What follows belongs to an exercise in optimizing a design on an open flow for small area and a short achievable clock period; a production flow would make more cautious choices. Only simulation tests tie the RTL to the original design; equivalence was not proved. Power is estimated from default activity; no workload was simulated.

## v52
## zorder_core
module zorder_core #(
    parameter D = 4
) (
    input  wire            clk,
    input  wire [3:0]      cmd,
    input  wire [63:0]     a,
    input  wire [63:0]     b,
    input  wire [D*64-1:0] p,
    input  wire [D*64-1:0] q,
    output wire [63:0]     res
);
    wire       w = cmd[3];
    wire [2:0] c = cmd[2:0];
    wire [10:0] emax, are;
    wire [11:0] t;
    wire        same_mag;
    wire        u0, u1, u2, u3;
    zc_pair #(.SCALAR(1)) u_ab (
        .w(w), .p(a), .q(b), .emax(emax), .t(t), .same_mag(same_mag), .pre(are),
        .lt_same(u0), .pneg(u1), .qneg(u2), .qnan(u3)
    );
    wire [5:0] lg;
    zc_log2_64 u_lg (.x({a[63:32] & {32{w}}, a[31:0]}), .y(lg));
    wire [71:0] kt;
    wire [3:0]  lt;
    wire        dec, dval;
    zc_less_axes u_axes (.w(w), .p(p), .q(q), .kt(kt), .lt(lt), .dec(dec), .dval(dval));
    reg [63:0] result;
    reg        sum;
    always @* begin
        sum = 1'b0;
        case (c)
            3'd0:    result = {a[63:32] & {32{w}}, a[31:0]};
            3'd1:    begin
                         result = {41'd0, (w ? 12'hC01 : 12'hF81), are};
                         sum    = 1'b1;
                     end
            3'd2:    result = {12'd0, a[51:23] & {29{w}}, a[22:0]};
            3'd3:    result = {58'd0, lg};
            3'd4:    begin
                         result = same_mag ? 64'hFFFFFFFF80000000 : {41'd0, t, emax};
                         sum    = ~same_mag;
                     end
            default: result = 64'd0;    
        endcase
    end
    reg [63:0] r_res;
    reg        r_sum;
    reg        r_isless;
    reg [71:0] r_kt;
    reg [3:0]  r_lt;
    reg        r_dec, r_dval;
    always @(posedge clk) begin
        r_res    <= result;
  ...
Size in the first run: ~3300 cells after synthesis, about 0.023 mm^2 of cells after synthesis.
export LEC_CHECK = 0
export CAP_MARGIN = 20
export CORE_MARGIN = 2
export CORE_UTILIZATION = 35
export SLEW_MARGIN = 20
create_clock -name core_clock -period 16.0 [get_ports {clk}]
standard.sh (not shown) runs the stock make flow with config.mk's settings and CLKGATE_MAP_FILE= SYNTH_SCRIPT=/design/flow/synth_recipe.tcl, a recipe that flattens the netlist after the stock synthesis.
==> flow/flow/run.sh <==
#!/bin/bash
# Standard layout, with three changes:
# - synthesis leaves adders to ABC instead of mapping them onto the
#   library's half/full-adder cells (ADDER_MAP_FILE empty);
# - the smallest plain buffer on every port;
# - timing repair aims for 10 ns of setup slack.
set -euo pipefail
export ADDER_MAP_FILE=
export BUFFER_PORTS_ARGS="-buffer_cell sky130_fd_sc_hd__buf_1"
export SETUP_SLACK_MARGIN=10
bash standard.sh > standard_flow.log 2>&1
v52 was carried through to the last stage, and its layout satisfied the timing, design-rule and antenna checks.
Input-level comparison between v20 and v52:
- setting SYNTH_HIERARCHICAL to 1 for the first time
- setting TNS_END_PERCENT to 0 for the first time
- setting SYNTH_MINIMUM_KEEP_SIZE to 200 for the first time
==> flow/flow/run.sh <==
#!/bin/bash
# Standard layout, with these changes:
# - synthesis (flow/synth_fast.tcl, otherwise the standard flow's synthesis script) has
#   ABC map the logic with a delay target of 1000 ps using yosys's own ABC
#   script, and leaves adders to ABC (ADDER_MAP_FILE empty); with
#   SYNTH_HIERARCHICAL the larger modules are mapped one by one;
# - the smallest plain buffer on every port;
# - timing repair aims for 9 ns of setup slack, on the worst path only.
set -euo pipefail
export ADDER_MAP_FILE=
export FAST_ABC_D=1000
export BUFFER_PORTS_ARGS="-buffer_cell sky130_fd_sc_hd__buf_1"
export SETUP_SLACK_MARGIN=9
sed "s#SYNTH_SCRIPT=[^ ]*#SYNTH_SCRIPT=$PWD/flow/synth_fast.tcl#" standard.sh > standard_fast.sh
bash standard_fast.sh > standard_flow.log 2>&1
==> flow/flow/synth_fast.tcl (new file) <==
# The standard flow's synthesis script, with ABC mapping the logic against a delay
# target (yosys's own ABC script with -D) instead of ORFS's speed script.
proc abc {args} {
  set a {}
  set skip 0
  foreach x $args {
    if { $skip } { set skip 0; continue }
    if { $x eq "-script" } { set skip 1; continue }
    lappend a $x
  }
  yosys abc {*}$a -D $::env(FAST_ABC_D)
}
proc synth {args} { yosys synth -nofsm -noshare {*}$args }
source $::env(SCRIPTS_DIR)/synth.tcl
# left out here: clear keep_hierarchy, flatten, clean up, hide names made inside functions, write 1_2_yosys.v
## What came out
Having completed the whole flow, v20 delivered a layout that passed the timing, design-rule and antenna checks. The power in v20 sits about 5% below the value recorded for v52. v20 has less setup slack than v52. v20 ended up with a higher arrival time reported for the critical path endpoint than v52 did. Compared to v52, the router laid down less metal wire for v20. Highest attainable clock frequency in v20 is about 5% lower than in v52. v52 → v20: wire length on met1 went down by 2.0%; worst voltage drop across the vdd grid went down by 15%; routed length on met3 went up by 510 um. Taking v52 as the reference, in v20 synthesized cell count lower; number of antenna violations at the first check in global routing higher; first-iteration DRC count lower.
### v20 -> v58
- SYNTH_HIERARCHICAL removed (was 1)
- SYNTH_MINIMUM_KEEP_SIZE removed (was 200)
--- a/flow/flow/run.sh
+++ b/flow/flow/run.sh
@@ -3,5 +3,4 @@
 # - synthesis (flow/synth_fast.tcl, otherwise the standard flow's synthesis script) has
-#   ABC map the logic with a delay target of 1000 ps using yosys's own ABC
-#   script, and leaves adders to ABC (ADDER_MAP_FILE empty); with
-#   SYNTH_HIERARCHICAL the larger modules are mapped one by one;
+#   ABC map the logic with a delay target of 4000 ps using yosys's own ABC
+#   script, and leaves adders to ABC (ADDER_MAP_FILE empty);
 # - the smallest plain buffer on every port;
@@ -10,3 +9,3 @@
 export ADDER_MAP_FILE=
-export FAST_ABC_D=1000
+export FAST_ABC_D=4000
 export BUFFER_PORTS_ARGS="-buffer_cell sky130_fd_sc_hd__buf_1"
## What came out
Sort v58 and v20 by clock network fraction of total power, descending, and v58 comes first. The more densely filled core belongs to v58, not v20. Reported for v58 and v20, number of buffers inserted by hold repair at cts turned out identical to the last digit. Of the two values seen for capturing instance or port of the critical path, res[12] was produced by v58 and res[0] by v20. Worst hold slack | v58 below v20. Post-layout minimum cycle time delta (v58 − v20): unfavourable. Relative to v20, routability-driven placement congestion ratio has gone up in v58.
The following lists how v30 was set up differently from v58:
- setting SETUP_SLACK_MARGIN to 5 for the first time
- removing TNS_END_PERCENT (formerly 0)
==> flow/flow/run.sh <==
#!/bin/bash
# Standard layout, with two changes:
# - synthesis leaves adders to ABC instead of mapping them onto the
#   library's half/full-adder cells (ADDER_MAP_FILE empty);
# - the smallest plain buffer on every port.
set -euo pipefail
export ADDER_MAP_FILE=
export BUFFER_PORTS_ARGS="-buffer_cell sky130_fd_sc_hd__buf_1"
bash standard.sh > standard_flow.log 2>&1
removed: flow/flow/synth_fast.tcl
==> comparison <==
Compare v58 and v30 | number of buffers and inverters on the critical path lower: v30
Proportion of power drawn by the clock network: v30 > v58
On relative slew slack, v30 does worse than v58.
| post-route fraction of the period consumed by the critical path | higher: v30 |
Total power deteriorates in v30 relative to v58.
Of the two values seen for last element of the critical path, res[0] was produced by v30 and res[12] by v58.

-- static timing again, ports no longer ideal --
The flow's constraints put no driver on any port. The routed layouts listed below were extracted and timed again, unchanged, in two steps. Step 1 assumes that a clkbuf_16 drives the clock port and a buf_2 every other input. Step 2 times the ports against the registers' clock, not the clock port: input delays grow and output delays shrink by t, the midpoint of the rising clock arrivals with the driver on. a / b / c = ideal ports / drivers / drivers and shift; a / b = the first two.
run	t, ns	setup WS [ns]	hold WS [ns]
v52	0.520	8.624 / 8.569 / 9.089	3.007 / 3.008 / 3.528
v20	0.492	8.218 / 8.162 / 8.456	3.119 / 3.085 / 3.577
v58	0.512	8.168 / 8.114 / 7.835	3.041 / 3.009 / 3.521
v30	0.518	8.016 / 7.960 / 8.110	3.043 / 3.036 / 3.554
After both steps setup and hold are still met in every run listed. For v58, which loses most, drivers alone change the setup slack by -0.054 ns; drivers and shift together by -0.333 ns.
